Context: an optimization exercise on an open-source flow, tuned for small area, a short achievable clock period and few clock cycles. The choices shown serve that exercise and are no tape-out recipe.
RTL that was checked went through simulation tests only; none was proved equivalent to the original.
No functional check of the RTL was part of run 5.
No activity file was given, so power comes from the tool's default toggle rates.

===== flow/design.v =====
module peak_detector (
    input  wire        clk,
    input  wire        rst,         
    input  wire        in_valid,
    output wire        in_ready,
    input  wire [63:0] in_data,
    input  wire        in_last,
    output reg         done,
    output wire [4:0]  peak_count,
    input  wire [4:0]  rd_idx,
    output wire [14:0] rd_bin,
    output wire [63:0] rd_amp,
    output reg  [14:0] absmax_bin,
    output wire [63:0] absmax_amp
);
    localparam CAP = 20;
    localparam PW  = 24;             
    localparam LW  = 63 - PW;        
    function automatic [1:0] ucmp(input [63:0] x, input [63:0] y);
        reg [63:0] g, p;
        integer i, w;
        begin
            for (i = 0; i < 64; i = i + 1) begin
                g[i] = x[i] & ~y[i];
                p[i] = x[i] | ~y[i];
            end
            for (w = 64; w > 1; w = w / 2)
                for (i = 0; i < w / 2; i = i + 1) begin
                    g[i] = g[2*i+1] | (p[2*i+1] & g[2*i]);
                    p[i] = p[2*i+1] & p[2*i];
                end
            ucmp = {g[0], p[0]};
        end
    endfunction
    function automatic is_nan(input [63:0] x);
        is_nan = (&x[62:52]) && (|x[51:0]);
    endfunction
    reg  [14:0]    cnt;          
    reg  [63:0]    prev1;        
    reg            rising_r;     
    reg  [CAP-1:0] ger;          
    reg  [CAP-1:0] eqr;          
    reg            rdy;
    reg  [4:0]     count;
    reg  [CAP-1:0] vmask;        
    reg  [CAP-1:0] rden;         
    reg  [CAP-1:0] pick;         
    reg            first;        
    reg  [62:0]    amax;
    reg  [62:0]    amp  [0:CAP-1];
    reg  [14:0]    bin  [0:CAP-1];
    reg  [4:0]     rank [0:CAP-1];
    assign in_ready   = rdy;
    assign peak_count = count;
    assign absmax_amp = {1'b0, amax};
    wire beat  = in_valid & rdy;
    wire full  = vmask[CAP-1];
    reg [CAP-1:0] valid, wr19, wfill, gtp, eqp, sel;
    reg [1:0]     c;
    integer k;
    always @(*) begin
        for (k = 0; k < CAP; k = k + 1) begin
            valid[k] = vmask[k];
            wr19[k]  = (rank[k] == 5'd19);
            wfill[k] = ~vmask[k] & ((k == 0) ? 1'b1 : vmask[(k == 0) ? 0 : k-1]);
            c        = ucmp({{(64-PW){1'b0}}, amp[k][62:LW]},
                            {{(64-PW){1'b0}}, in_data[62:LW]});
            gtp[k]   = valid[k] & c[1];
            eqp[k]   = valid[k] & c[0] & ~c[1];
        end
    end
    wire [CAP-1:0] wsel = full ? wr19 : wfill;
    function automatic [CAP-1:0] lowest(input [CAP-1:0] x);
        reg f;
        integer i;
        begin
            f = 1'b0;
            for (i = 0; i < CAP; i = i + 1) begin
                lowest[i] = x[i] & ~f;
                f = f | x[i];
            end
        end
    endfunction
    reg [62:0] mux_amp;
    reg [14:0] mux_bin;
    always @(*) begin
        mux_amp = 63'd0;
        mux_bin = 15'd0;
        for (k = 0; k < CAP; k = k + 1) begin
            sel[k]  = (rden[k] & (rank[k] == rd_idx)) | pick[k];
            mux_amp = mux_amp | (amp[k] & {63{sel[k]}});
            mux_bin = mux_bin | (bin[k] & {15{sel[k]}});
        end
    end
    assign rd_amp = {1'b0, mux_amp};
    assign rd_bin = mux_bin;
    wire [1:0] clow    = ucmp({{(64-LW){1'b0}}, mux_amp[LW-1:0]},
                              {{(64-LW){1'b0}}, prev1[LW-1:0]});
    wire       ge_low  = clow[1] | clow[0];
    wire [1:0] cnb     = ucmp({1'b0, in_data[62:0]}, {1'b0, prev1[62:0]});
    wire       in_gt_p = cnb[1];                   
    wire       in_lt_p = ~(cnb[1] | cnb[0]);       
    wire       in_nan  = is_nan(in_data);
    wire       in_pos  = ~in_data[63] & ~in_nan & (|in_data[62:0]);
    wire       rising  = prev1[63] ? ~is_nan(prev1) : in_gt_p;
    wire       falling = in_data[63] ? ~in_nan : in_lt_p;
    wire [1:0] cmx     = ucmp({1'b0, in_data[62:0]}, {1'b0, amax});
    wire       abs_gt  = ~in_data[63] & ~in_nan & cmx[1];
    wire       cand_pot = in_pos & rising & ~first & ~in_last;
    wire [CAP-1:0] eqr_left = eqr & ~pick;
    wire       need_res = cand_pot & (|eqp) & ~(full & (|(gtp & wr19)));
    wire       admit    = rising_r & falling & (~full | ~(|(ger & wr19)));
    wire [CAP-1:0] vmask_nx = first ? {CAP{1'b0}} :
                              (admit & ~full) ? {vmask[CAP-2:0], 1'b1} : vmask;
    reg  [4:0] t;
    always @(*) begin
        t = 5'd0;
        for (k = 0; k < CAP; k = k + 1)
            t = t + {4'd0, ger[k]};
    end
    wire [14:0] cand_bin = cnt - 15'd1;
    always @(posedge clk) begin
        if (rst) begin
            cnt      <= 15'd0;
            done     <= 1'b0;
            rdy      <= 1'b1;
            rising_r <= 1'b0;
            eqr      <= {CAP{1'b0}};
            pick     <= {CAP{1'b0}};
            rden     <= {CAP{1'b0}};
            first    <= 1'b1;
        end else if (!rdy) begin
            for (k = 0; k < CAP; k = k + 1)
                if (pick[k]) ger[k] <= ge_low;
            eqr  <= eqr_left;
            pick <= lowest(eqr_left);
            rdy  <= (eqr_left == {CAP{1'b0}});
        end else if (beat) begin
            done  <= in_last;
            first <= in_last;
            rden  <= in_last ? vmask_nx : {CAP{1'b0}};
            vmask <= vmask_nx;
            cnt   <= in_last ? 15'd0 : cnt + 15'd1;
            prev1 <= in_data;
            if (first) begin
                amax       <= 63'd0;
                absmax_bin <= 15'd0;
            end else if (abs_gt) begin
                amax       <= in_data[62:0];
                absmax_bin <= cnt;
            end
            rising_r <= cand_pot;
            ger      <= gtp;
            eqr      <= need_res ? eqp : {CAP{1'b0}};
            pick     <= need_res ? lowest(eqp) : {CAP{1'b0}};
            rdy      <= ~need_res;
            if (first)
                count <= 5'd0;
            else if (admit) begin
                if (!full) count <= count + 5'd1;
                for (k = 0; k < CAP; k = k + 1) begin
                    if (wsel[k]) begin
                        amp[k]  <= prev1[62:0];
                        bin[k]  <= cand_bin;
                        rank[k] <= t;
                    end else if (valid[k] & ~ger[k])
                        rank[k] <= rank[k] + 5'd1;
                end
            end
        end
    end
endmodule

===== flow/flow/run.sh =====
#!/bin/bash
# Own flow: the standard layout, except that the synthesis maps the
# combinational logic with an area-oriented ABC script (flow/area.script).
# Registers are mapped exactly as in the standard synthesis (ABC only sees
# combinational logic). Each tool's output goes to its own log here.
set -euo pipefail
W=$PWD
{
  echo 'proc abc {args} {'
  echo '  set i [lsearch $args -script]'
  echo "  set args [lreplace \$args [expr {\$i+1}] [expr {\$i+1}] $W/flow/area.script]"
  echo '  yosys abc {*}$args'
  echo '}'
  cat synth_recipe.tcl
} > my_synth.tcl
sed "s#SYNTH_SCRIPT=[^ ]*#SYNTH_SCRIPT=$W/my_synth.tcl#" standard.sh > my_standard.sh
bash my_standard.sh synth > synth.log 2>&1
bash my_standard.sh finish > layout.log 2>&1

===== flow/flow/area.script =====
&get -n
&st
&dch
&nf -R 1000 -a
&put
topo
stime -c

===== flow/standard.sh =====
#!/bin/bash
# synth_recipe.tcl (not shown) runs the flow's synth.tcl, then flattens the netlist and writes it again
# the make line also repeats each setting of config.mk as NAME=value (left out here)
make -C /OpenROAD-flow-scripts/flow DESIGN_CONFIG=/design/flow/config.mk WORK_HOME=/design/flow/orfs CLKGATE_MAP_FILE= SYNTH_SCRIPT=/design/flow/synth_recipe.tcl "${@:-finish}"

===== flow/config.mk =====
export PLATFORM = sky130hd
export DESIGN_NAME = peak_detector
export DESIGN_NICKNAME = peak_detector
export VERILOG_FILES = /design/flow/design.v
export SDC_FILE = /design/flow/constraint.sdc
export NUM_CORES = 8
export LEC_CHECK = 0
export CAP_MARGIN = 20
export CORE_MARGIN = 2
export CORE_UTILIZATION = 50
export SETUP_SLACK_MARGIN = 2.5
export SLEW_MARGIN = 20

===== flow/constraint.sdc =====
create_clock -name core_clock -period 7.5 [get_ports {clk}]
set_input_delay 1.5000 -clock core_clock [delete_from_list [all_inputs] [get_ports {clk}]]
set_output_delay 1.5000 -clock core_clock [all_outputs]
set_load 0.01 [all_outputs]

==> metrics.md, run 1 <==
| Metric | Value |
|---|---|
| Synth top area share | 67.8% |
| 1st-pass router iterations | 14 |
| Min Hold Slack | 496 ps |
| Worst-Skew Late Latency | 890 ps |
| Post-synthesis register bit count | 1925 |
| Mapped Cells | 5963 |
| Dpl hpwl | 201000 µm |
| Vias in the first global route | 60.4k |
| Non-filler cells, final | 9632 |
| Cts hold-fix bufs | 0 |
| Crit path cell chain | buf_12, buf_12, buf_4, xor2_2, nor4_2, a31o_4, buf_12, buf_16, buf_8, a222oi_1, nand4_1, nor3_1, buf_4, clkinv_4, buf_6 |
| Crit path time final | 5990 ps |
| Row Count | 148 |
| YS warnings | 4 |
| Synth Area in Compound Gates | 15.0% |
| Clock Root Buffer | clkbuf_16 |
| Worst-Margin Slew | 1100 ps |
| Layout area overhead | 32.3% |
| CP max-delay cell | a222oi_1 |
| Cell Area, Synth | 81800 µm² |
| Die Wd | 408 µm |
| DR iter-0 viols | 11.5k |
| Clock Power Share | 40.2% |
| Clock tree buffer depth | 3 |
| Crit path capture type | primary output |
| Starting density of the core | 50.3% |
| Initial antenna violation count | 10 |
| Comb power frac | 12.8% |
| Global route overflow | 0 |
| Die Y | 408 µm |
| I/O pins | 238 |
| Placed insts | 8698 |
| Simple-gate share of the synthesized area | 10.9% |
| Switch share | 25.9% |
| Synth top area cells | edfxtp_1 (68%), a222oi_1 (4.3%), nand2_1 (2.6%) |
| Max Clock Skew | 55.6 ps |
| CP Max Fanout | 7 |
| Post-synth top flop | edfxtp_1 |
| CTS Buf Count | 200 |
| Port bufs | 235 |
| Run status | timing/DRC/antenna clean |
| Share of power burned in registers | 47.0% |
| Max Fclk | 0.167 GHz |
| Synth Area in XOR/XNOR | 1.92% |
| Final RePlAce weighted congestion | 0.990 |
| Final hold violation count | 0 |
| Worst Path Required | 6000 ps |
| Internal Power | 0.0188 W |
| Cell taking the most area after synthesis | edfxtp_1 |
| TritonCTS clock tree | built |
| RSZ-0062 raised after global routing | true |
| Max Cap Viol | 0 |
| Final Cycle Share | 79.8% |
| Synth Area in Adders | 0.985% |
| Reg clk slew, reported paths | 50 ps |
| Top cells by count, synth | edfxtp_1 (1847), nand2_1 (574), nor2_1 (500) |
| Sw Pwr | 0.00659 W |
| Largest family of logic cells by synthesized area | compound AO/OA/AOI/OAI gates |
| Ys async rst share | 0% |
| Critical Path AT | 4490 ps |
| EDFF count, synth | 1847 |
| Top-count cell post-synth | edfxtp_1 |
| ANT nets after route | 0 |
| Max_slew headroom | 26.8% |
| WL/cell | 35.3 µm |
| Power Density | 235 nW/µm² |
| Worst setup SP type | primary input |
| Max VDD drop | 0.275 mV |
| Register area share after synthesis | 69.7% |
| Total number of vias | 66.2k |
| Total GRT Usage | 38.8% |
| Proportion of layout cells with a drive suffix above 1 | 23.7% |
| Max incr delay on CP | 530 ps |
| Pins Over Slew Limit | 0 |
| DRT Wirelength | 340000 µm |
| CTS H-tree depth | 4 |
| DRC viols | 0 |
| Crit path top cell by count | buf_12 |
| Core Area | 163000 µm² |
| Synth unique cells | 70 |
| Pwr Total | 0.0254 W |
| Final setup fails | 0 |
| First-pass GRT wire length | 459000 µm |
| Die area | 167000 µm² |
| Syn Area/Cell | 13.7 µm² |
| WS Path Type | in2out |
| Total Negative Setup Slacks | 0 ps |
| Worst Hold Class | reg2reg |
| Largest net degree at the start of global routing | 79 |
| P_leak | 37.2 nW |
| Mux cell area share after synthesis | 0.220% |
| Fin nets | 7398 |
| CTS sink count | 1925 |
| Vias/cell | 6.87 |
-- stage by stage --
| step | cell area, µm² | utilization [%] | setup WS (ps) |
|---|---|---|---|
| after floorplan | 81900 | - | 181 |
| after global placement | 90400 | 55.6 | -499 |
| after detailed placement | 90500 | 55.7 | -93.2 |
| after CTS | 105000 | 64.5 | 1640 |
| after global routing | 108000 | 66.5 | 1590 |
| final | 108000 | 66.5 | 1510 |
-- routing by layer --
| metal | vias to the layer above | part of all wire (%) | GRT usage [%] |
|---|---|---|---|
| met1 | 32875 | 36 | 52.4 |
| li1 | 27059 | - | - |
| met5 | - | 0.015 | 0 |
| met3 | 979 | 14 | 10.1 |
| met2 | 5243 | 43 | 57.3 |
| met4 | 8 | 7.2 | 21.7 |
-- layout by cell type, fill, tap and decap left out, types with 39 or more instances in the layout --
master              n
dfxtp_1            76
nor3_1             89
buf_4             480
nor2b_1            76
o22ai_1           105
a31oi_1            39
clkinv_2           68
clkinv_1          233
a21oi_1           206
nor2_1            465
or3_4              47
o21ai_0           159
xnor2_1            61
a22o_1            115
nand3_1           174
xor2_1             40
clkbuf_16         223
buf_16             67
clkdlybuf4s50_1    98
nand4_1            78
a222oi_1          348
buf_6             197
xor2_2             49
edfxtp_1         1847
a22oi_1           215
o211ai_1           48
buf_12            147
nand2b_1           98
a221oi_1           48
nand2_1           565
-- sequential cells by signal (all words and copies together) (netlist names), 5 cells and up --
register and count:
count 5, vmask 20, amax 63, ger 20, prev1 64, absmax_bin 15
amp 1260, rank 100, rden 20, eqr 19, pick 20, cnt 15
bin 300
-- power by group through the flow --
stage	Sequential, W	Combinational (W)	Clock (W)
after global placement	0.0122	0.00245	0
after detailed placement	0.0122	0.00247	0
after CTS	0.0120	0.00296	0.0102
final	0.0120	0.00325	0.0102
after global routing	0.0120	0.00336	0.0106
after floorplan	0.0122	0.00105	0
-- timing repair --
item,CTS,global route
gates cloned,67,23
setup buffers,301,162
pin swaps,342,308
resized for setup,1087,425
endpoints found under the setup margin,1948,1727
-- path summary, 6_finish.rpt --
path	from	to	slack [ps]	cells after the start
setup / recovery	rd_idx[1]	rd_amp[19]	1510	15
hold / removal	eqr[1]	eqr[1]	500	2
setup reg to reg	rank[2][2]	ger[11]	2170	22
hold reg to reg	eqr[1]	eqr[1]	500	2
-- cell type report --
class,count,area (µm²)
multi-input cells,3776,27000
repair inverters,1,5.00
fillers,11689,54400
well taps,2175,2720
clock inverters,128,1470
repair buffers,1112,13500
diodes,9,22.5
inverters,265,1150
flip-flops and latches,1925,57000
clock buffers,241,5220
-- cells by family after synthesis --
family	count (synthesis)
compound gates	1616
buf+inv	267
mux	18
fa+ha+maj	59
flops	1925
simple gates	1898
other cells	1
xor+xnor	179
-- critical path: cells and delay by family --
| kind | cells | cell delay [ps] |
|---|---|---|
| buffers and inverters | 9 | 1240 |
| AO/OA/AOI/OAI | 2 | 820 |
| AND/OR/NAND/NOR | 3 | 750 |
| XOR/XNOR | 1 | 140 |
Testbench counts, summed over its fixed seeds: cycles 59,226.
==> run 2, diff against run 1 <==
==> flow/run.sh (new file) <==
#!/bin/bash
# synth_recipe.tcl (not shown) runs the flow's synth.tcl, then flattens the netlist and writes it again
# the make line also repeats each setting of config.mk as NAME=value (left out here)
make -C /OpenROAD-flow-scripts/flow DESIGN_CONFIG=/design/flow/config.mk WORK_HOME=/design/flow/orfs CLKGATE_MAP_FILE= SYNTH_SCRIPT=/design/flow/synth_recipe.tcl finish
--- a/flow/config.mk
+++ b/flow/config.mk
@@ -9,4 +9,5 @@
 export CORE_MARGIN = 2
 export CORE_UTILIZATION = 50
-export SETUP_SLACK_MARGIN = 2.5
+export CTS_BUF_LIST = sky130_fd_sc_hd__clkbuf_4 sky130_fd_sc_hd__clkbuf_8
+export SETUP_SLACK_MARGIN = 3.0
 export SLEW_MARGIN = 20
removed: flow/flow/run.sh
removed: flow/flow/area.script
removed: flow/standard.sh
==> metrics.md, run 2 <==
| Metric | Value |
|---|---|
| Synth top area share | 61.6% (-6.2 points) |
| Reg-to-reg endpoint | ger[17] |
| Post-synthesis register bit count | 1925 (unchanged) |
| Ys async rst share | 0% (unchanged) |
| Hold-critical path endpoint | eqr[6] |
| RSZ-0062 raised after global routing | true |
| Row Count | 155 (+4.7%) |
| Worst Setup SP | rd_idx[0] |
| YS warnings | 4 (unchanged) |
| Pins Over Slew Limit | 0 (unchanged) |
| ANT nets after route | 0 (unchanged) |
| Largest register by flop count | amp |
| Die Y | 428 µm (+4.8%) |
| Synth unique cells | 101 (+44%) |
| Die area | 183000 µm² (+9.9%) |
| Largest family of logic cells by synthesized area | compound AO/OA/AOI/OAI gates |
| Crit path time final | 5640 ps (-344 ps) |
| P_leak | 40.3 nW (+8.5%) |
| Min Hold Slack | 451 ps (-45.6 ps) |
| Crit path capture type | primary output |
| Reg clk slew, reported paths | 60 ps (about the same) |
| Core Area | 179000 µm² (+9.9%) |
| Max reg flops | 1260 (unchanged) |
| Final RePlAce weighted congestion | 1.06 (+6.8%) |
| Largest net degree at the start of global routing | 60 (-24%) |
| WL/cell | 44.3 µm (+26%) |
| Simple-gate share of the synthesized area | 10.8% (-0.091 points) |
| Total number of vias | 81.2k (+23%) |
| Mux cell area share after synthesis | 0.545% (+0.32 points) |
| Post-synth top flop | edfxtp_1 |
| Synth top area cells | edfxtp_1 (62%), a22oi_1 (4.5%), a221oi_1 (2.6%) |
| Max Clock Skew | 64.1 ps (+8.58 ps) |
| DRT Wirelength | 479000 µm (+41%) |
| Cell Area, Synth | 90000 µm² (+10%) |
| Cts hold-fix bufs | 0 (unchanged) |
| Cell taking the most area after synthesis | edfxtp_1 |
| Final setup fails | 0 (unchanged) |
| Initial antenna violation count | 38 (+28) |
| WS Path Type | in2out |
| Worst-Margin Slew | 1320 ps (+227 ps) |
| R2R depth | 17 (-23%) |
| R2R Path Start | pick[12] |
| Global route overflow | 0 (unchanged) |
| Worst Hold Class | reg2reg |
| Total Negative Setup Slacks | 0 ps (unchanged) |
| Mapped Cells | 6978 (+17%) |
| CTS sink count | 1925 (unchanged) |
| Max Fclk | 0.177 GHz (+6.1%) |
| CTS H-tree depth | 5 (+1) |
| Max Cap Viol | 0 (unchanged) |
| I/O pins | 238 (unchanged) |
| TritonCTS clock tree | built |
| Top-count cell post-synth | edfxtp_1 |
| DRC viols | 0 (unchanged) |
| Final Cycle Share | 75.3% (-4.6 points) |
| Worst hold path startpoint | eqr[6] |
| EDFF count, synth | 1847 (unchanged) |
| Max_slew headroom | 11.7% (-15 points) |
| Layout area overhead | 30.2% |
| Port bufs | 235 (unchanged) |
| Synth Area in Compound Gates | 17.6% (+2.6 points) |
| DR iter-0 viols | 16.2k (+41%) |
| Power Density | 221 nW/µm² (-5.9%) |
| Commonest non-fill, non-tap cell in the layout | edfxtp_1 |
| Vias/cell | 7.51 (+9.3%) |
| Most frequent cells in the layout | edfxtp_1 (1847), buf_4 (605), a22oi_1 (485) |
| Register area share after synthesis | 63.4% (-6.4 points) |
| CTS Buf Count | 343 (+72%) |
| Synth Area in XOR/XNOR | 1.83% (-0.087 points) |
| Clock Root Buffer | clkbuf_8 |
| Max VDD drop | 0.304 mV (+11%) |
| Synth Area in Adders | 2.41% (+1.4 points) |
| Die Wd | 428 µm (+4.8%) |
| Worst-Skew Late Latency | 1130 ps (+240 ps) |
| 1st-pass router iterations | 14 (unchanged) |
| Dpl hpwl | 283000 µm (+41%) |
| Syn Area/Cell | 12.9 µm² (-6.0%) |
| Fin nets | 8283 (+12%) |
| Vias in the first global route | 74.7k (+24%) |
| Run status | timing/DRC/antenna clean |
| Final hold violation count | 0 (unchanged) |
| CP Max Fanout | 6 (-1) |
| Proportion of layout cells with a drive suffix above 1 | 28.7% (+5.1 points) |
| Worst Path Required | 6000 ps (about the same) |
| Worst R2R Setup Slack | 2780 ps (+610 ps) |
| WHS Path Cells | 2 (unchanged) |
| Starting density of the core | 50.4% (+0.077 points) |
| Worst setup SP type | primary input |
| First-pass GRT wire length | 628000 µm (+37%) |
| Clock tree buffer depth | 4 (+1) |
| Total GRT Usage | 49.7% (+11 points) |
| Critical Path AT | 4140 ps (-350 ps) |
| Biggest regs | amp x1260, bin x300, rank x100 |
| Top cells by count, synth | edfxtp_1 (1847), a22oi_1 (535), nor2_1 (323) |
-- run 2: what timing repair did --
action / in CTS / in global routing
pin swaps: 251 / 254
buffers inserted: 389 / 173
endpoints found under the setup margin: 2015 / 1445
gates resized for setup: 1221 / 472
cloned: 52 / 26
-- run 2: stage by stage --
stage	power [W]	util, %	setup WS (ps)	instance area (µm²)	std cells
after floorplan	0.0134	-	1550	90300	6979
after CTS	0.0249	63.3	2060	113000	10571
after global placement	0.0147	54.7	163	97700	9534
after detailed placement	0.0147	54.7	289	97700	9536
after global routing	0.0263	65.6	1970	117000	10776
final	0.0259	65.6	1860	117000	10804
-- run 2: worst max-delay path by stage --
stage	end	slack, ps	cells after the start
2_1_floorplan	absmax_bin[0]	1550	12
3_3_place_gp	rd_amp[20]	160	10
3_5_place_dp	rd_amp[23]	290	11
4_1_cts	rd_amp[49]	2060	12
5_1_grt	rd_amp[33]	1970	14
6_report	rd_amp[39]	1860	12
-- run 2: critical path, stage by stage --
cell	delay [ps]
buf_16	130
buf_12	160
buf_4	160
xnor2_2	130
and2_4	220
a21o_4	360
buf_6	180
a22o_1	210
a221oi_4	420
and3_1	250
nand4_1	190
buf_2	200
-- run 2: kinds of logic (layout without fill, tap and decap cells) --
family	Yosys count	count (layout)
fa+ha+maj	193	193
other cells	1	36
simple gates	1791	1793
xor+xnor	188	188
flops	1925	1925
buf+inv	727	2156
mux	49	49
compound gates	2104	2109
-- run 2: routing by layer --
metal | vias up | share of wire [%] | global-route usage, %
li1 | 30581 | - | -
met1 | 39436 | 33 | 60.9
met3 | 2563 | 15 | 17.3
met5 | - | 0.040 | 0.494
met2 | 8561 | 41 | 70.0
met4 | 12 | 11 | 42.7
-- run 2: report_power, final --
group	switching (W)	leakage, nW	internal, W
registers	0.000155	17.3	0.0119
logic	0.00244	19.6	0.00168
clock network	0.00463	3.44	0.00516
-- run 2: cell type report --
type | instances | area (µm²)
fill | 13220 | 61500
sequential | 1925 | 57100
multi-input combinational | 4334 | 34400
timing repair buffer | 1289 | 15000
clock buffer | 450 | 5590
tap | 2355 | 2950
inverter | 272 | 1120
clock inverter | 144 | 888
antenna | 34 | 85.1
timing repair inverter | 1 | 8.76
==> run 3, diff against run 2 <==
==> flow/config.mk (replaced) <==
export PLATFORM = sky130hd
export DESIGN_NAME = peak_detector
export DESIGN_NICKNAME = peak_detector
export VERILOG_FILES = /design/flow/design.v
export SDC_FILE = /design/flow/constraint.sdc
export NUM_CORES = 8
export LEC_CHECK = 0
export CAP_MARGIN = 40
export CORE_MARGIN = 2
export CORE_UTILIZATION = 30
export SETUP_SLACK_MARGIN = 3.0
export SLEW_MARGIN = 40
==> metrics.md, run 3 <==
| Metric | Value |
|---|---|
| EDFF count, synth | 1847 (unchanged) |
| Vias in the first global route | 74.2k (-0.64%) |
| Commonest non-fill, non-tap cell in the layout | edfxtp_1 |
| RSZ-0062 raised after global routing | true |
| Biggest regs | amp x1260, bin x300, rank x100 |
| Max_slew headroom | 19.8% (+8.2 points) |
| Worst Hold Class | reg2reg |
| Die Wd | 552 µm (+29%) |
| TritonCTS clock tree | built |
| Top cells by count, synth | edfxtp_1 (1847), a22oi_1 (535), nor2_1 (323) |
| Final setup fails | 0 (unchanged) |
| Clock Root Buffer | clkbuf_16 |
| Layout area overhead | 32.7% |
| CTS Buf Count | 205 (-40%) |
| WL/cell | 39.5 µm (-11%) |
| Proportion of layout cells with a drive suffix above 1 | 26.6% (-2.2 points) |
| Max VDD drop | 0.237 mV (-22%) |
| Post-synth top flop | edfxtp_1 |
| Starting density of the core | 30.1% (-20 points) |
| Mapped Cells | 6978 (unchanged) |
| Total number of vias | 81.0k (-0.24%) |
| Die Y | 552 µm (+29%) |
| Reg clk slew, reported paths | 60 ps (about the same) |
| Most frequent cells in the layout | edfxtp_1 (1847), buf_4 (581), a22oi_1 (496) |
| DR iter-0 viols | 16.5k (+2.0%) |
| Worst setup SP type | primary input |
| Worst-Margin Slew | 1190 ps (-131 ps) |
| Pins Over Slew Limit | 0 (unchanged) |
| Max Fclk | 0.174 GHz (-1.6%) |
| Max Clock Skew | 93.2 ps (+29.1 ps) |
| Cell taking the most area after synthesis | edfxtp_1 |
| Max Cap Viol | 0 (unchanged) |
| Die area | 304000 µm² (+66%) |
| CTS sink count | 1925 (unchanged) |
| WS Path Type | in2out |
| Worst-Skew Late Latency | 950 ps (-180 ps) |
| Top-count cell post-synth | edfxtp_1 |
| Clock tree buffer depth | 4 (unchanged) |
| Crit path capture type | primary output |
| Worst Path Required | 6000 ps (about the same) |
| Max reg flops | 1260 (unchanged) |
| DRC viols | 0 (unchanged) |
| Final Cycle Share | 76.4% (+1.2 points) |
| Port bufs | 235 (unchanged) |
| Min Hold Slack | 453 ps (+2.15 ps) |
| DRT Wirelength | 480000 µm (+0.22%) |
| Row Count | 201 (+30%) |
| Synth top area cells | edfxtp_1 (62%), a22oi_1 (4.5%), a221oi_1 (2.6%) |
| P_leak | 40.2 nW (-0.34%) |
| Synth unique cells | 101 (unchanged) |
| Initial antenna violation count | 32 (-16%) |
| Crit path time final | 5730 ps (+89.6 ps) |
| ANT nets after route | 0 (unchanged) |
| Core Area | 299000 µm² (+67%) |
| I/O pins | 238 (unchanged) |
| 1st-pass router iterations | 10 (-4) |
| Largest register by flop count | amp |
| CP Max Fanout | 7 (+1) |
| Dpl hpwl | 280000 µm (-0.88%) |
| Total Negative Setup Slacks | 0 ps (unchanged) |
| Post-synthesis register bit count | 1925 (unchanged) |
| Final hold violation count | 0 (unchanged) |
| Ys async rst share | 0% (unchanged) |
| Synth top area share | 61.6% (unchanged) |
| Fin nets | 8129 (-1.9%) |
| Final RePlAce weighted congestion | 1.01 (-4.1%) |
| Vias/cell | 6.66 (-11%) |
| Global route overflow | 0 (unchanged) |
| Power Density | 223 nW/µm² (+0.94%) |
| Largest net degree at the start of global routing | 66 (+10%) |
| Cell Area, Synth | 90000 µm² (unchanged) |
| Syn Area/Cell | 12.9 µm² (unchanged) |
| YS warnings | 4 (unchanged) |
| Register area share after synthesis | 63.4% (unchanged) |
| Critical Path AT | 4230 ps (+90 ps) |
| Total GRT Usage | 29.9% (-20 points) |
| First-pass GRT wire length | 629000 µm (+0.18%) |
| CTS H-tree depth | 4 (-1) |
| Run status | timing/DRC/antenna clean |
[run 3: critical path, cell delays in order]
cell      delay [ps]
buf_12           120
buf_12           170
buf_12           120
xor2_4           160
nor4_4            40
buf_4            160
a21o_4           250
buf_6            130
buf_12           140
buf_16           150
a221oi_2         330
and3_4           280
nand4_1          340
buf_2            280
[run 3: timing repair]
action | CTS | global route
endpoints found under the setup margin | 2002 | 1239
hold buffers | 0 | 0
pin swaps | 259 | 218
gates resized for setup | 1285 | 373
cloned | 71 | 33
setup buffers | 388 | 113
[run 3: per-stage QoR]
stage | total power, W | cell area (µm²) | util, % | cells | setup slack [ps]
finish | 0.0267 | 119000 | 39.9 | 12150 | 1770
floorplan | 0.0134 | 90300 | - | 6979 | 1550
CTS | 0.0256 | 116000 | 38.8 | 11973 | 1920
detailed placement | 0.0148 | 100000 | 33.4 | 11149 | 250
global placement | 0.0147 | 99600 | 33.3 | 11129 | 127
global route | 0.0270 | 119000 | 39.9 | 12131 | 1800
[run 3: logic make-up after synthesis]
family	count (synthesis)	share of synthesized area, %
AOI/OAI and AO/OA	2104	17.6
DFF	1925	63.4
and+or+nand+nor	1791	10.8
buffers and inverters	727	3.45
adders and majority gates	193	2.41
xor gates and xnor gates	188	1.83
muxes	49	0.545
other	1	0.00417
[run 3: power by group]
part | switching (W) | total, W | internal, W
clock network | 0.00457 | 0.0105 | 0.00594
logic | 0.00258 | 0.00419 | 0.00161
registers | 0.000116 | 0.0120 | 0.0119
total | 0.00726 | 0.0267 | 0.0194
[run 3: area by class of cell]
type	count	area [µm²]
Fill cell	27429	180000
Clock inverter	123	1290
Clock buffer	242	5350
Antenna cell	22	55.1
Sequential cell	1925	57100
Timing Repair Buffer	1276	15400
Inverter	272	1120
Multi-Input combinational cell	4332	34100
Tap cell	3958	4950
[run 3: final timing paths]
path / start / endpoint / slack, ps / depth (start not counted)
hold reg to reg: eqr[6] / eqr[6] / 450 / 2
hold / removal: eqr[6] / eqr[6] / 450 / 2
setup reg to reg: ger[0] / rank[0][2] / 2730 / 14
setup / recovery: rd_idx[0] / rd_amp[52] / 1770 / 14
[run 3: metal layers]
| layer | GRT usage [%] | share of wire [%] |
|---|---|---|
| met5 | 0 | 0.066 |
| met4 | 22.0 | 9.9 |
| met3 | 12.8 | 17 |
| met2 | 41.9 | 40 |
| met1 | 36.3 | 33 |
==> run 4, diff against run 3 <==
--- a/flow/config.mk
+++ b/flow/config.mk
@@ -6,7 +6,9 @@
 export NUM_CORES = 8
 export LEC_CHECK = 0
-export CAP_MARGIN = 40
+export CAP_MARGIN = 20
 export CORE_MARGIN = 2
-export CORE_UTILIZATION = 30
-export SETUP_SLACK_MARGIN = 3.0
-export SLEW_MARGIN = 40
+export CORE_UTILIZATION = 60
+export CTS_CLUSTER_DIAMETER = 60
+export CTS_CLUSTER_SIZE = 30
+export SETUP_SLACK_MARGIN = 2.0
+export SLEW_MARGIN = 20
==> metrics.md, run 4 <==
| Metric | Value |
|---|---|
| Most used routing layer | met2 |
| Max Clock Skew | 77.5 ps (-15.7 ps) |
| Run status | timing/DRC/antenna clean |
| Final hold violation count | 0 (unchanged) |
| Most frequent cells in the layout | edfxtp_1 (1847), a22oi_1 (503), buf_4 (501) |
| DRT Wirelength | 435000 µm (-9.3%) |
| Initial antenna violation count | 32 (unchanged) |
| CTS H-tree depth | 4 (unchanged) |
| Worst hold path startpoint | eqr[5] |
| Commonest non-fill, non-tap cell in the layout | edfxtp_1 |
| Top cells by count, synth | edfxtp_1 (1847), a22oi_1 (535), nor2_1 (323) |
| Port bufs | 235 (unchanged) |
| Max VDD drop | 0.269 mV (+14%) |
| Vias/cell | 8.08 (+21%) |
| RSZ-0062 raised after global routing | true |
| Pins Over Slew Limit | 0 (unchanged) |
| Max reg flops | 1260 (unchanged) |
| Die area | 153000 µm² (-50%) |
| Total number of vias | 79.3k (-2.0%) |
| Cell taking the most area after synthesis | edfxtp_1 |
| Largest net degree at the start of global routing | 79 (+20%) |
| Crit path top cell by count | buf_12 |
| Min Hold Slack | 457 ps (+3.88 ps) |
| Syn Area/Cell | 12.9 µm² (unchanged) |
| Die Y | 391 µm (-29%) |
| Met3 Track Usage GR | 29.5% (+17 points) |
| Crit path cell chain | buf_12, buf_12, buf_12, buf_8, xnor2_4, buf_6, and2_4, buf_12, buf_4, and3_4, a2111oi_4, and3_1, nand4_1, buf_6, dlygate4sd2_1 |
| Met2 usage | 72.9% (+31 points) |
| Max_slew headroom | 8.59% (-11 points) |
| P_leak | 36.8 nW (-8.6%) |
| CP Max Fanout | 6 (-1) |
| Ys async rst share | 0% (unchanged) |
| DR iter-0 viols | 18.1k (+9.4%) |
| Crit path capture type | primary output |
| TritonCTS clock tree | built |
| Synth top area cells | edfxtp_1 (62%), a22oi_1 (4.5%), a221oi_1 (2.6%) |
| I/O pins | 238 (unchanged) |
| ANT nets after route | 0 (unchanged) |
| Largest register by flop count | amp |
| WHS Path Cells | 2 (unchanged) |
| Vias in the first global route | 72.4k (-2.5%) |
| Fin nets | 7778 (-4.3%) |
| Worst-Skew Late Latency | 850 ps (-100 ps) |
| Final setup fails | 0 (unchanged) |
| Power Density | 216 nW/µm² (-3.3%) |
| Crit path time final | 5770 ps (+33.9 ps) |
| Reg-to-reg endpoint | amp[10][59] |
| Proportion of layout cells with a drive suffix above 1 | 20.0% (-6.6 points) |
| Dpl hpwl | 262000 µm (-6.6%) |
| Total Negative Setup Slacks | 0 ps (unchanged) |
| Worst Hold Class | reg2reg |
| CP max-delay cell | a2111oi_4 |
| Mapped Cells | 6978 (unchanged) |
| Synth top area share | 61.6% (unchanged) |
| Layout area overhead | 21.3% |
| WL/cell | 44.3 µm (+12%) |
| Max Cap Viol | 0 (unchanged) |
| Worst R2R Setup Slack | 1950 ps (-780 ps) |
| Max incr delay on CP | 380 ps (+40 ps) |
| EDFF count, synth | 1847 (unchanged) |
| R2R Path Start | prev1[24] |
| Clock Root Buffer | clkbuf_16 |
| Worst-Margin Slew | 1370 ps (+177 ps) |
| Max Fclk | 0.173 GHz (-0.59%) |
| YS warnings | 4 (unchanged) |
| GR Layer Usage met1 | 67.1% (+31 points) |
| CTS Buf Count | 143 (-30%) |
| Cts hold-fix bufs | 0 (unchanged) |
| WS Path Type | in2out |
| CTS sink count | 1925 (unchanged) |
| Worst setup SP type | primary input |
| Register area share after synthesis | 63.4% (unchanged) |
| Die Wd | 391 µm (-29%) |
| Row Count | 142 (-29%) |
| Global route overflow | 0 (unchanged) |
| Top-count cell post-synth | edfxtp_1 |
| Worst Path Required | 6000 ps (about the same) |
| Post-synthesis register bit count | 1925 (unchanged) |
| Post-synth top flop | edfxtp_1 |
| Reg clk slew, reported paths | 70 ps (about the same) |
| Clock tree buffer depth | 3 (-1) |
| Core Area | 149000 µm² (-50%) |
| Biggest regs | amp x1260, bin x300, rank x100 |
| First-pass GRT wire length | 578000 µm (-8.1%) |
| Final Cycle Share | 76.9% (+0.45 points) |
| Total GRT Usage | 55.0% (+25 points) |
| Cell Area, Synth | 90000 µm² (unchanged) |
| 1st-pass router iterations | 13 (+3) |
| Final RePlAce weighted congestion | 1.12 (+10%) |
| Hold-critical path endpoint | eqr[5] |
| Synth unique cells | 101 (unchanged) |
| Starting density of the core | 60.2% (+30 points) |
| R2R depth | 13 (-1) |
| Critical Path AT | 4270 ps (+40 ps) |
| DRC viols | 0 (unchanged) |
run 4: per-layer routing:
metal	wire, µm	vias up
met5	858	-
met4	46700	52
met3	87100	2745
met2	166000	9151
met1	135000	37993
li1	-	29404
run 4: area by class of cell:
class	instances	area, µm²
Multi-Input combinational cell	4332	32600
Clock inverter	102	1300
Fill cell	9667	40300
Inverter	272	1030
Tap cell	2016	2520
Timing Repair Buffer	987	10700
Clock buffer	158	3870
Sequential cell	1925	57100
Antenna cell	22	55.1
run 4: critical path: cells and delay by family:
family	cells	cell delay, ps
XOR/XNOR	1	120
buffers and inverters	9	1470
AO/OA/AOI/OAI	1	380
AND/OR/NAND/NOR	4	780
run 4: what timing repair did:
action | in CTS | in global routing
endpoints found under the setup margin | 1198 | 1419
setup buffers | 198 | 108
pin swaps | 110 | 146
cloned | 35 | 11
resized for setup | 599 | 305
run 4: power breakdown:
part | switching, W | leakage, nW | internal, W
Sequential | 0.000176 | 17.3 | 0.0119
Clock | 0.00436 | 2.47 | 0.00431
Combinational | 0.00194 | 17.0 | 0.000932
run 4: logic make-up (layout without fill, tap and decap cells):
logic type / after synthesis / after routing / share of synthesized area (%)
XOR/XNOR: 188 / 188 / 1.83
AO/OA/AOI/OAI: 2104 / 2106 / 17.6
other: 1 / 24 / 0.00417
AND/OR/NAND/NOR: 1791 / 1794 / 10.8
multiplexers: 49 / 49 / 0.545
adder cells (fa/ha/maj): 193 / 193 / 2.41
flip-flops: 1925 / 1925 / 63.4
buffers and inverters: 727 / 1519 / 3.45
run 4: through the flow:
stage                     std cells  area [µm²]  power (W)  utilization [%]  setup slack, ps
after floorplan                6979       90200     0.0134                -             1550
after global placement         9180       96900     0.0146             64.9              534
after detailed placement       9180       97000     0.0147             64.9              463
after CTS                      9673      107000     0.0232             71.4             1740
after global routing           9793      109000     0.0238             73.0             1770
final                          9814      109000     0.0236             73.0             1730
run 4: worst max-delay path by stage:
stage | depth (start not counted) | slack [ps] | endpoint | startpoint
global placement | 15 | 530 | ger[13] | rd_idx[1]
finish | 15 | 1730 | rd_amp[36] | rd_idx[2]
global route | 15 | 1770 | rd_amp[42] | rd_idx[2]
CTS | 14 | 1740 | rd_amp[39] | rd_idx[2]
detailed placement | 15 | 460 | ger[18] | rd_idx[1]
floorplan | 12 | 1550 | absmax_bin[0] | in_data[0]
==> run 5, diff against run 4 <==
--- a/flow/design.v
+++ b/flow/design.v
@@ -43,8 +43,4 @@
     reg            rdy;
     reg  [4:0]     count;
-    reg  [CAP-1:0] vmask;        
-    reg  [CAP-1:0] rden;         
-    reg  [CAP-1:0] pick;         
-    reg            first;        
     reg  [62:0]    amax;
     reg  [62:0]    amp  [0:CAP-1];
@@ -55,13 +51,14 @@
     assign absmax_amp = {1'b0, amax};
     wire beat  = in_valid & rdy;
-    wire full  = vmask[CAP-1];
-    reg [CAP-1:0] valid, wr19, wfill, gtp, eqp, sel;
+    wire first = (cnt == 15'd0);
+    wire full  = (count == CAP[4:0]);
+    reg [CAP-1:0] valid, wr19, wfill, gtp, eqp, pick, sel;
     reg [1:0]     c;
     integer k;
     always @(*) begin
         for (k = 0; k < CAP; k = k + 1) begin
-            valid[k] = vmask[k];
+            valid[k] = (count > k);
             wr19[k]  = (rank[k] == 5'd19);
-            wfill[k] = ~vmask[k] & ((k == 0) ? 1'b1 : vmask[(k == 0) ? 0 : k-1]);
+            wfill[k] = (count == k);
             c        = ucmp({{(64-PW){1'b0}}, amp[k][62:LW]},
                             {{(64-PW){1'b0}}, in_data[62:LW]});
@@ -71,15 +68,12 @@
     end
     wire [CAP-1:0] wsel = full ? wr19 : wfill;
-    function automatic [CAP-1:0] lowest(input [CAP-1:0] x);
-        reg f;
-        integer i;
-        begin
-            f = 1'b0;
-            for (i = 0; i < CAP; i = i + 1) begin
-                lowest[i] = x[i] & ~f;
-                f = f | x[i];
-            end
+    reg found;
+    always @(*) begin
+        found = 1'b0;
+        for (k = 0; k < CAP; k = k + 1) begin
+            pick[k] = eqr[k] & ~found;
+            found   = found | eqr[k];
         end
-    endfunction
+    end
     reg [62:0] mux_amp;
     reg [14:0] mux_bin;
@@ -88,5 +82,5 @@
         mux_bin = 15'd0;
         for (k = 0; k < CAP; k = k + 1) begin
-            sel[k]  = (rden[k] & (rank[k] == rd_idx)) | pick[k];
+            sel[k]  = (done & valid[k] & (rank[k] == rd_idx)) | pick[k];
             mux_amp = mux_amp | (amp[k] & {63{sel[k]}});
             mux_bin = mux_bin | (bin[k] & {15{sel[k]}});
@@ -108,9 +102,6 @@
     wire       abs_gt  = ~in_data[63] & ~in_nan & cmx[1];
     wire       cand_pot = in_pos & rising & ~first & ~in_last;
-    wire [CAP-1:0] eqr_left = eqr & ~pick;
     wire       need_res = cand_pot & (|eqp) & ~(full & (|(gtp & wr19)));
     wire       admit    = rising_r & falling & (~full | ~(|(ger & wr19)));
-    wire [CAP-1:0] vmask_nx = first ? {CAP{1'b0}} :
-                              (admit & ~full) ? {vmask[CAP-2:0], 1'b1} : vmask;
     reg  [4:0] t;
     always @(*) begin
@@ -127,18 +118,11 @@
             rising_r <= 1'b0;
             eqr      <= {CAP{1'b0}};
-            pick     <= {CAP{1'b0}};
-            rden     <= {CAP{1'b0}};
-            first    <= 1'b1;
         end else if (!rdy) begin
             for (k = 0; k < CAP; k = k + 1)
                 if (pick[k]) ger[k] <= ge_low;
-            eqr  <= eqr_left;
-            pick <= lowest(eqr_left);
-            rdy  <= (eqr_left == {CAP{1'b0}});
+            eqr <= eqr & ~pick;
+            rdy <= ((eqr & ~pick) == {CAP{1'b0}});
         end else if (beat) begin
             done  <= in_last;
-            first <= in_last;
-            rden  <= in_last ? vmask_nx : {CAP{1'b0}};
-            vmask <= vmask_nx;
             cnt   <= in_last ? 15'd0 : cnt + 15'd1;
             prev1 <= in_data;
@@ -153,5 +137,4 @@
             ger      <= gtp;
             eqr      <= need_res ? eqp : {CAP{1'b0}};
-            pick     <= need_res ? lowest(eqp) : {CAP{1'b0}};
             rdy      <= ~need_res;
             if (first)
==> flow/config.mk (replaced) <==
export PLATFORM = sky130hd
export DESIGN_NAME = peak_detector
export DESIGN_NICKNAME = peak_detector
export VERILOG_FILES = /design/flow/design.v
export SDC_FILE = /design/flow/constraint.sdc
export NUM_CORES = 8
export LEC_CHECK = 0
export CAP_MARGIN = 40
export CORE_MARGIN = 2
export CORE_UTILIZATION = 30
export SLEW_MARGIN = 40
==> metrics.md, run 5 <==
| Metric | Value |
|---|---|
| Top cells by count, synth | edfxtp_1 (1827), nand2_1 (408), nor2_1 (320) |
| Final hold violation count | 0 (unchanged) |
| Final setup fails | 0 (unchanged) |
| Reg-to-reg endpoint | ger[4] |
| Post-CTS sizing | 0 (-100%) |
| Crit path time final | 7020 ps (+1260 ps) |
| WS Path Type | reg2out |
| I/O pins | 238 (unchanged) |
| Total GRT Usage | 23.7% (-31 points) |
| TritonCTS clock tree | built |
| DR iter-0 viols | 10.6k (-41%) |
| R2R Path Start | count[1] |
| 1st-pass router iterations | 9 (-4) |
| Worst hold path startpoint | done |
| Cell Area, Synth | 83600 µm² (-7.1%) |
| Initial antenna violation count | 16 (-50%) |
| Synth top area share | 65.6% (+4.0 points) |
| CTS sink count | 1865 (-3.1%) |
| Clock Root Buffer | clkbuf_16 |
| Reg clk slew, reported paths | 70 ps (about the same) |
| DRT Wirelength | 348000 µm (-20%) |
| Final Cycle Share | 93.7% (+17 points) |
| Die Wd | 532 µm (+36%) |
| Largest net degree at the start of global routing | 51 (-35%) |
| Worst-Skew Late Latency | 870 ps (+20 ps) |
| Worst-Margin Slew | 987 ps (-384 ps) |
| CTS Buf Count | 194 (+36%) |
| Post-synth top flop | edfxtp_1 |
| Die area | 283000 µm² (+85%) |
| Clock tree buffer depth | 3 (unchanged) |
| Proportion of layout cells with a drive suffix above 1 | 13.1% (-6.9 points) |
| Max reg flops | 1260 (unchanged) |
| Layout area overhead | 20.9% |
| Fin nets | 6896 (-11%) |
| ANT nets after route | 0 (unchanged) |
| Global route overflow | 0 (unchanged) |
| R2R depth | 18 (+5) |
| DRC viols | 0 (unchanged) |
| Largest register by flop count | amp |
| Final RePlAce weighted congestion | 1.04 (-7.2%) |
| Synth top area cells | edfxtp_1 (66%), a22oi_1 (2.6%), a222oi_1 (2.2%) |
| Critical Path AT | 5520 ps (+1250 ps) |
| Pins Over Slew Limit | 0 (unchanged) |
| EDFF count, synth | 1827 (-1.1%) |
| Final worst slack | 476 ps (-1260 ps) |
| Core Area | 277000 µm² (+85%) |
| Max_slew headroom | 34.2% (+26 points) |
| Dpl hpwl | 244000 µm (-6.8%) |
| Syn Area/Cell | 13.3 µm² (+3.5%) |
| Commonest non-fill, non-tap cell in the layout | edfxtp_1 |
| Post-Route M1 WL | 133000 µm (-1.4%) |
| Total number of vias | 63.6k (-20%) |
| Worst Path Required | 6000 ps (about the same) |
| Worst setup SP type | register |
| Vias in the first global route | 60.4k (-17%) |
| Post-synthesis register bit count | 1865 (-3.1%) |
| Starting density of the core | 30.2% (-30 points) |
| Most frequent cells in the layout | edfxtp_1 (1827), nand2_1 (406), buf_4 (326) |
| Cell taking the most area after synthesis | edfxtp_1 |
| Max Fclk | 0.142 GHz (-18%) |
| Biggest regs | amp x1260, bin x300, rank x100 |
| Row Count | 193 (+36%) |
| DR WL met2 | 153000 µm (-7.9%) |
| P_leak | 32.9 nW (-11%) |
| First-pass GRT wire length | 481000 µm (-17%) |
| DR top layer | met5 |
| WHS Path Cells | 2 (unchanged) |
| Setup bufs post-CTS | 0 (-100%) |
| Die Y | 532 µm (+36%) |
| RSZ-0062 raised after global routing | false |
| Port bufs | 235 (unchanged) |
| Ys async rst share | 0% (unchanged) |
| Crit path capture type | primary output |
| WL/cell | 32.7 µm (-26%) |
| YS warnings | 4 (unchanged) |
| CTS H-tree depth | 4 (unchanged) |
| Non-filler cells, final | 10.6k (+8.5%) |
| Max Cap Viol | 0 (unchanged) |
| Met3 Wirelength | 38100 µm (-56%) |
| Hold-critical path endpoint | done |
| Worst R2R Setup Slack | 1280 ps (-670 ps) |
| Run status | timing/DRC/antenna clean |
| Top-count cell post-synth | edfxtp_1 |
| Register area share after synthesis | 66.6% (+3.2 points) |
| CP Max Fanout | 17 (+11) |
| Worst Hold Class | reg2reg |
| Pwr Total | 0.0230 W (-2.3%) |
| Placed insts | 10.3k (+12%) |
| Mapped Cells | 6263 (-10%) |
| Cts hold-fix bufs | 0 (unchanged) |
| Synth unique cells | 96 (-5.0%) |
| Max VDD drop | 0.272 mV (+1.1%) |
| Min Hold Slack | 465 ps (+8.41 ps) |
| Vias/cell | 5.98 (-26%) |
| Power Density | 228 nW/µm² (+5.5%) |
| Max Clock Skew | 45.5 ps (-32.1 ps) |
| Pre-CTS WS | 594 ps (+132 ps) |
-- run 5: changes by cell type after synthesis, sizes merged, moves of 73 or more --
cell	before	now
a22oi	535	287
nand2	297	408
xor2	133	60
xnor2	55	129
a22o	254	98
and3	108	30
a222oi	66	184
-- run 5: area by class of cell --
cell class | instances | area [µm²]
timing repair buffer | 708 | 7560
fill | 26388 | 176000
clock inverter | 103 | 977
antenna | 10 | 25.0
multi-input combinational | 3726 | 26000
tap | 3705 | 4640
sequential | 1865 | 55600
clock buffer | 248 | 5130
inverter | 280 | 1050
-- run 5: cell families (layout without fill, tap and decap cells) --
logic type	after synthesis	count (layout)	synth area share, %
xor gates and xnor gates	189	189	1.98
other	1	12	0.00449
AOI/OAI and AO/OA	1713	1713	15.6
adders and majority gates	223	223	2.95
and+or+nand+nor	1581	1581	9.40
muxes	18	18	0.216
DFF	1865	1865	66.6
buffers and inverters	673	1339	3.25
-- run 5: worst max-delay path by stage --
stage                            from         end  slack (ps)
after global routing         count[1]  rd_amp[48]         380
after CTS                    count[1]  rd_amp[29]         480
after floorplan           in_data[16]  amp[11][0]       -1430
after global placement      rd_idx[2]  rd_amp[33]         590
final                        count[1]  rd_amp[29]         480
after detailed placement    rd_idx[2]  rd_amp[15]         590
-- run 5: power by group --
group          switching, W  internal, W
combinational       0.00141     0.000548
sequential        0.0000717       0.0115
clock               0.00420      0.00531
total               0.00568       0.0174
-- run 5: routing by layer --
layer / up-vias / GRT usage, %
li1: 26151 / -
met1: 32229 / 31.0
met2: 4481 / 36.2
met3: 757 / 4.93
met4: 12 / 14.1
met5: - / 0
-- run 5: per-stage QoR --
step | area, µm² | utilization (%) | setup TNS, ps
after detailed placement | 94700 | 34.2 | 0
after global routing | 101000 | 36.5 | 0
after CTS | 101000 | 36.4 | 0
final | 101000 | 36.5 | 0
after floorplan | 83600 | - | -1140190
after global placement | 94300 | 34.1 | 0
-- run 5: worst max-delay path, stage by stage (launching register included) --
cell	delay, ps
edfxtp_1	640
inv_1	210
ha_1	370
nor4b_1	710
or4_1	320
nor2_1	100
buf_4	170
buf_4	200
a222oi_1	360
nand3_1	240
a221oi_1	400
and3_1	370
inv_1	70
clkdlybuf4s50_1	480

## re-timing with driven ports
The flow's constraints put no driver on any port. The routed layouts listed below were extracted and timed again, unchanged, in two steps. Step 1 (the two cells are an assumption about what drives the block):
set clk [get_ports {clk}]
set_driving_cell -lib_cell sky130_fd_sc_hd__clkbuf_16 $clk
set_driving_cell -lib_cell sky130_fd_sc_hd__buf_2 [delete_from_list [all_inputs] $clk]
Step 2 adds t to the input delays and takes it off the output delays; t is the mean of the earliest and latest rising clock arrival at the registers after step 1. Input paths then give back, and output paths get back, about the clock's delay inside the block. Three values: no drivers, after step 1, after step 2; two values: the first two.
run | t (ns) | setup slack, ns | worst setup path at the end
run 1 | 0.943 | 1.512 / 1.460 / 0.802 | input to register
run 2 | 1.187 | 1.856 / 1.791 / 1.633 | input to register
run 3 | 1.006 | 1.767 / 1.568 / 1.309 | input to register
run 4 | 0.902 | 1.733 / 1.687 / 0.932 | input to register
run 5 | 0.944 | 0.476 / 0.383 / 0.490 | input to output
After both steps setup and hold are still met in every run listed. The setup slack of run 4, which loses most, moves by -0.046 ns with the drivers and by -0.801 ns with both steps.
